What follows belongs to an exercise in optimizing a design on an open flow for small area, a short achievable clock period and few clock cycles; a production flow would make more cautious choices.
RTL that was checked went through simulation tests only; none was proved equivalent to the original.
Power figures rest on the tool's default switching activity, not on a simulated workload.

==> trial 13 <==
==> flow/design.v (excerpt) <==
module dfwt_core (
    input  wire        clk,
    input  wire        rst,
    input  wire        op_valid,
    output wire        op_ready,
    input  wire [3:0]  op_code,
    input  wire [31:0] op_arg,
    input  wire [5:0]  op_len,
    output wire        out_valid,
    input  wire        out_ready,
    output wire [7:0]  out_byte,
    output wire        busy,
    output wire [15:0] crc,
    output wire [31:0] timestep,
    output wire        gate
);
    localparam OP_CRC_INIT  = 4'h0, OP_CRC_RESET = 4'h1, OP_CRC_BYTE = 4'h2,
               OP_MFM       = 4'h3, OP_FM        = 4'h4, OP_RAW      = 4'h5,
               OP_MFM_CRC   = 4'h6, OP_CONFIG    = 4'h7, OP_FLUSH    = 4'h8,
               OP_BT_RESET  = 4'h9, OP_WRGATE    = 4'hA, OP_FLUX     = 4'hB,
               OP_WAIT_IDX  = 4'hC, OP_STOP      = 4'hD, OP_TR_RESET = 4'hE;
    localparam S_IDLE = 2'd0, S_CELLS = 2'd1, S_PAD = 2'd2, S_EXEC = 2'd3;
    localparam K_FLUX = 2'd1, K_BYTE = 2'd2, K_WIDX = 2'd3;
    function [15:0] crc_byte(input [15:0] c, input [7:0] b);
        integer i;
        reg [15:0] x;
        begin
            x = c ^ {b, 8'h00};
            for (i = 0; i < 8; i = i + 1)
                x = x[15] ? ((x << 1) ^ 16'h1021) : (x << 1);
            crc_byte = x;
        end
    endfunction
    reg [1:0]  state;
    reg [15:0] crc_cur, crc_init;
  ...
==> flow/config.mk <==
export PLATFORM = sky130hd
export DESIGN_NAME = dfwt_core
export DESIGN_NICKNAME = dfwt_core
export VERILOG_FILES = /design/flow/design.v
export SDC_FILE = /design/flow/constraint.sdc
export NUM_CORES = 4
export LEC_CHECK = 0
export CAP_MARGIN = 20
export CORE_MARGIN = 2
export CORE_UTILIZATION = 55
export CTS_CLUSTER_DIAMETER = 60
export CTS_CLUSTER_SIZE = 30
export SETUP_SLACK_MARGIN = 5
export SLEW_MARGIN = 20
==> flow/constraint.sdc <==
create_clock -name core_clock -period 9.0 [get_ports {clk}]
set_input_delay 1.8000 -clock core_clock [delete_from_list [all_inputs] [get_ports {clk}]]
set_output_delay 1.8000 -clock core_clock [all_outputs]
set_load 0.01 [all_outputs]
standard.sh (not shown) runs the stock make flow with config.mk's settings and CLKGATE_MAP_FILE= SYNTH_SCRIPT=/design/flow/synth_recipe.tcl, a recipe that flattens the netlist after the stock synthesis.
==> flow/flow/run.sh <==
#!/bin/bash
set -euo pipefail
bash standard.sh SETUP_SLACK_MARGIN=5.7 "BUFFER_PORTS_ARGS=-buffer_cell sky130_fd_sc_hd__buf_1" finish > standard.log 2>&1
==> inputs of build 88, as changes to trial 13 <==
--- a/flow/design.v
+++ b/flow/design.v
@@ -18,55 +18,30 @@
     assign out_valid = qv0;
     assign out_byte  = q0;
     localparam K_NONE = 2'd0, K_FLUX = 2'd1, K_BYTE = 2'd2, K_WIDX = 2'd3;
     reg [1:0]  kind;
     reg [31:0] t;
-    wire       hi_z = (t[31:8] == 24'd0);
-    wire       big  = (kind == K_WIDX) ? (t[15:6] != 10'd0)
-                                       : (!hi_z || (t[7] && t[6:1] != 6'd0));
-    wire       ge2  = !hi_z || (t[7:1] != 7'd0);
-    wire       nz   = ge2 || t[0];
-    function [23:0] inc24(input [23:0] x);
-        integer i, j;
-        reg c, p;
-        begin
-            c = 1'b1;
-            for (j = 0; j < 6; j = j + 1) begin
-                p = c;
-                for (i = 0; i < 4; i = i + 1) begin
-                    inc24[4*j+i] = x[4*j+i] ^ p;
-                    p = p & x[4*j+i];
-                end
-                c = c & (&x[4*j +: 4]);
-            end
-        end
-    endfunction
-    function [23:0] dec24(input [23:0] x);
-        integer i, j;
-        reg c, p;
-        begin
-            c = 1'b1;
-            for (j = 0; j < 6; j = j + 1) begin
-                p = c;
-                for (i = 0; i < 4; i = i + 1) begin
-                    dec24[4*j+i] = x[4*j+i] ^ p;
-                    p = p & ~x[4*j+i];
-                end
-                c = c & ~(|x[4*j +: 4]);
-            end
-        end
-    endfunction
+    reg        big, ge2, nz;
     wire is_flux = (kind == K_FLUX);
     wire is_widx = (kind == K_WIDX);
     wire has     = (kind != K_NONE);
     wire        lo_z   = (t[6:0] == 7'd0);
     wire [6:0]  dec_lo = t[6:0] - 7'd1;
-    wire [23:0] dec_hi = dec24(t[31:8]);
+    wire [23:0] dec_hi = t[31:8] - 24'd1;
     wire [31:0] t_129  = lo_z ? {dec_hi, t[7], 7'h7F}
                               : (t[7] ? {t[31:8], 1'b0, dec_lo} : {dec_hi, 1'b1, dec_lo});
+    wire        hi9_nz = (t[31:9] != 23'd0);
+    wire        gt258  = hi9_nz || (t[8] && (t[7:2] != 6'd0 || t[1:0] == 2'd3));   
+    wire        ge131  = hi9_nz || t[8] || (t[7] && (t[6:2] != 5'd0 || t[1:0] == 2'd3));  
     wire [5:0]  widx_k = big ? 6'd63 : t[5:0];
     wire [15:0] t_widx = t[15:0] - {10'd0, widx_k};
+    wire        gt126  = (t[15:7] != 9'd0) || (t[6:0] == 7'h7F);                 
+    wire        p_hi_z = (push_val[31:8] == 24'd0);
+    wire        p_big  = (push_kind == K_WIDX) ? (push_val[15:6] != 10'd0)
+                                               : (!p_hi_z || (push_val[7] && push_val[6:1] != 6'd0));
+    wire        p_ge2  = !p_hi_z || (push_val[7:1] != 7'd0);
+    wire        p_nz   = p_ge2 || push_val[0];
     reg [7:0] nbyte;
     always @(*) begin
         case (kind)
             K_FLUX: begin
                 if (big)      nbyte = 8'hFF;
@@ -95,11 +70,11 @@
             gate      <= 1'b0;
             timestep  <= 32'd0;
             ts_c      <= 1'b0;
         end else begin
             if (ts_c)
-                timestep[31:8] <= inc24(timestep[31:8]);
+                timestep[31:8] <= timestep[31:8] + 24'd1;
             ts_c <= 1'b0;
             if (take) begin
                 timestep[7:0] <= ts_lo[7:0];
                 ts_c          <= ts_lo[8];
             end
@@ -123,19 +98,29 @@
         end
         if (take || !qv0)
             q0 <= qv1 ? q1 : nbyte;
         if (qv0 && (take ? qv1 : !qv1))
             q1 <= nbyte;
-        if (push)
-            t <= push_val;
-        else if (ld_out) begin
-            if (is_widx)
-                t <= {16'd0, t_widx};
-            else if (big)
-                t <= t_129;
-            else
-                t <= 32'd0;
+        if (push) begin
+            t   <= push_val;
+            big <= p_big;
+            ge2 <= p_ge2;
+            nz  <= p_nz;
+        end else if (ld_out) begin
+            if (is_widx) begin
+                t   <= {16'd0, t_widx};
+                big <= gt126;
+            end else if (big) begin
+                t   <= t_129;
+                big <= gt258;
+                ge2 <= ge131;
+                nz  <= 1'b1;
+            end else begin
+                t   <= 32'd0;
+                ge2 <= 1'b0;
+                nz  <= 1'b0;
+            end
         end
     end
 endmodule
 module dfwt_core (
     input  wire        clk,
@@ -181,18 +166,15 @@
     reg        fm;
     reg [1:0]  pad_cnt;
     reg [3:0]  x_code;
     reg [5:0]  sr;
     reg [2:0]  warm;      
-    reg [15:0] fw_lo, fw_hi;
-    reg [1:0]  fw_c;
-    reg        fw_b;
+    reg [31:0] fw;
     reg        pend;      
     reg        zb;        
     reg        mp, mm;    
     reg        busy_r;
-    reg        crc_pend;  
     wire       ser_free, ser_idle;
     reg        push, tr_reset;
     reg [1:0]  push_kind;
     reg [31:0] push_val;
     dfwt_ser u_ser (
@@ -204,31 +186,27 @@
     );
     assign op_ready = (state == S_IDLE);
     assign busy     = busy_r;
     assign crc      = crc_cur;
     wire op_fire = op_valid && op_ready;
-    wire [15:0] crc_nx  = crc_byte(crc_cur, cell_buf[7:0]);
-    wire [15:0] crc_now = crc_pend ? crc_nx : crc_cur;
     wire [4:0] sel   = enc ? {1'b0, idx[4:1]} : idx;
     wire       d     = cell_buf[sel];
     wire       clkc  = fm | ~(last_bit | d);
     wire       cbit  = (state == S_CELLS) && ((enc && idx[0]) ? clkc : d);
     wire       lowering = (state == S_CELLS) || (state == S_PAD);
     wire       real_x   = warm[2];
     wire       judge    = real_x && sr[3];
     wire       step     = lowering && !(judge && !ser_free);
-    wire [1:0]  fw_d    = fw_c - {1'b0, fw_b};
-    wire [15:0] fw_hr   = fw_hi + {{14{fw_d[1]}}, fw_d};
-    wire [31:0] fw_val  = {fw_hr, fw_lo};
-    wire [16:0] pmx     = mm ? {9'h0FF, ~precomp_r} : mp ? {9'd0, precomp_r} : 17'd0;
-    wire [16:0] lo_b    = zb ? 17'd0 : {1'b0, fw_lo};
-    wire [16:0] hf      = {2'd0, half_r};
-    wire [16:0] cs_s    = lo_b ^ pmx ^ hf;
-    wire [16:0] cs_c    = (lo_b & pmx) | (lo_b & hf) | (pmx & hf);
-    wire [17:0] lo_sum  = {1'b0, cs_s} + {cs_c, mm};
+    wire [31:0] base    = zb ? 32'd0 : fw;
+    wire [31:0] pm      = mp ? {24'd0, precomp_r} :
+                          mm ? {24'hFF_FFFF, ~precomp_r} : 32'd0;
     wire [4:0]  w_next  = {sr[3:0], cbit};
     wire        real_n  = warm[2] || (warm[1:0] == 2'd3);
+    wire [31:0] hf      = {17'd0, half_r};
+    wire [31:0] cs_s    = base ^ pm ^ hf;
+    wire [31:0] cs_c    = (base & pm) | (base & hf) | (pm & hf);
+    wire [31:0] fw_next = cs_s + {cs_c[30:0], mm};
     wire flush_op = (op_code[3] && (op_code != 4'hF)) || (op_code == OP_CONFIG);
     always @(*) begin
         push      = 1'b0;
         push_kind = K_FLUX;
         push_val  = cell_buf;
@@ -242,11 +220,11 @@
                 OP_TR_RESET: tr_reset = ser_idle;
                 default: ;
             endcase
         end else if (step && judge) begin
             push     = 1'b1;
-            push_val = fw_val;
+            push_val = fw;
         end
     end
     always @(posedge clk) begin
         if (rst) begin
             state     <= S_IDLE;
@@ -260,27 +238,24 @@
             pend      <= 1'b0;
             zb        <= 1'b1;
             mp        <= 1'b0;
             mm        <= 1'b0;
             busy_r    <= 1'b0;
-            crc_pend  <= 1'b0;
         end else begin
-            if (crc_pend) crc_cur <= crc_nx;
-            crc_pend <= 1'b0;
             busy_r <= (state != S_IDLE) || op_fire || !ser_idle;
             case (state)
                 S_IDLE: if (op_fire) begin
                     case (op_code)
                         OP_CRC_INIT: begin
                             crc_cur  <= op_arg[15:0];
                             crc_init <= op_arg[15:0];
                         end
                         OP_CRC_RESET: crc_cur <= crc_init;
-                        OP_CRC_BYTE:  crc_pend <= 1'b1;
+                        OP_CRC_BYTE:  crc_cur <= crc_byte(crc_cur, op_arg[7:0]);
                         OP_MFM, OP_FM: begin
-                            crc_pend <= op_arg[8];
-                            state    <= S_CELLS;
+                            if (op_arg[8]) crc_cur <= crc_byte(crc_cur, op_arg[7:0]);
+                            state <= S_CELLS;
                         end
                         OP_RAW: if (!op_len[5] || (op_len[4:0] == 5'd0)) begin
                             last_bit <= op_arg[0];
                             if (op_len != 6'd0) state <= S_CELLS;
                         end
@@ -331,22 +306,18 @@
                     mm    <= 1'b0;
                     state <= S_EXEC;
                 end
             end
         end
-        if (step) begin
-            fw_lo <= lo_sum[15:0];
-            fw_hi <= zb ? 16'd0 : fw_hr;
-            fw_c  <= lo_sum[17:16];
-            fw_b  <= mm;
-        end
+        if (step)
+            fw <= fw_next;
         if (state == S_IDLE && op_fire) begin
             x_code   <= op_code;
             pad_cnt  <= 2'd0;
             enc      <= (op_code != OP_RAW);
             fm       <= (op_code == OP_FM);
-            cell_buf <= (op_code == OP_MFM_CRC) ? {16'd0, crc_now} : op_arg;
+            cell_buf <= (op_code == OP_MFM_CRC) ? {16'd0, crc_cur} : op_arg;
             idx      <= (op_code == OP_RAW) ? op_len[4:0] - 5'd1 :
                         (op_code == OP_MFM_CRC) ? 5'd31 : 5'd15;
         end else if (step) begin
             idx     <= idx - 5'd1;
             pad_cnt <= pad_cnt + 2'd1;
==> flow/flow/run.sh (replaced) <==
#!/bin/bash
set -euo pipefail
bash standard.sh SETUP_SLACK_MARGIN=5.7 finish > standard.log 2>&1
- CORE_UTILIZATION: 55 -> 40
- CTS_CLUSTER_DIAMETER: 60 -> not set
- CTS_CLUSTER_SIZE: 30 -> not set
==> comparison <==
- Trial 13 passed the timing, DRC and antenna checks. Build 88 passed the timing, DRC and antenna checks.
- Clock power: trial 13 is lower than build 88 (19%).
- Critical path depth: build 88 is higher than trial 13 (1).
- Against trial 13, the synthesized area of build 88 is larger by about 6.4%.
- In build 88 the hold slack is higher than in trial 13, by 0.0095 ns.
- Between trial 13 and build 88, the lower flip-flop and latch count is in build 88 (gap 1).
- In trial 13 the core utilization is higher than in build 88, by 14 points.
- Against build 88, the first-iteration DRC count of trial 13 is lower by 9.9%.
- In trial 13 the final area is lower than in build 88, by 13%.
Testbench counts of build 88, summed over its fixed seeds: cycles 205,357.
The RTL of trial 13 was laid out without a check of its function.

## re-timing with driven ports
In the flow no input, the clock included, has a driving cell. The finished layouts below were timed again as built, in two steps.
Step 1, drivers: a clkbuf_16 drives clk and a buf_2 each remaining input, both assumed.
Step 2, shift: input delay + t, output delay - t, t = (earliest + latest rising clock arrival at the registers) / 2. This alone moves slack from input paths to output paths.
Slacks: no drivers / after step 1 / after step 2; pairs: no drivers / after step 1.
| run | shift t [ns] | setup WS [ns] | worst setup path at the end | worst register clock-pin slew, ns |
|---|---|---|---|---|
| trial 13 | 0.561 | 5.639 / 5.639 / 5.319 | input to register | 0.09 / 0.09 |
| build 88 | 0.593 | 5.710 / 5.675 / 5.179 | input to register | 0.06 / 0.06 |
After both steps every run listed still meets setup and hold. The setup slack of build 88, which loses most, moves by -0.035 ns with the drivers and by -0.531 ns with both steps.
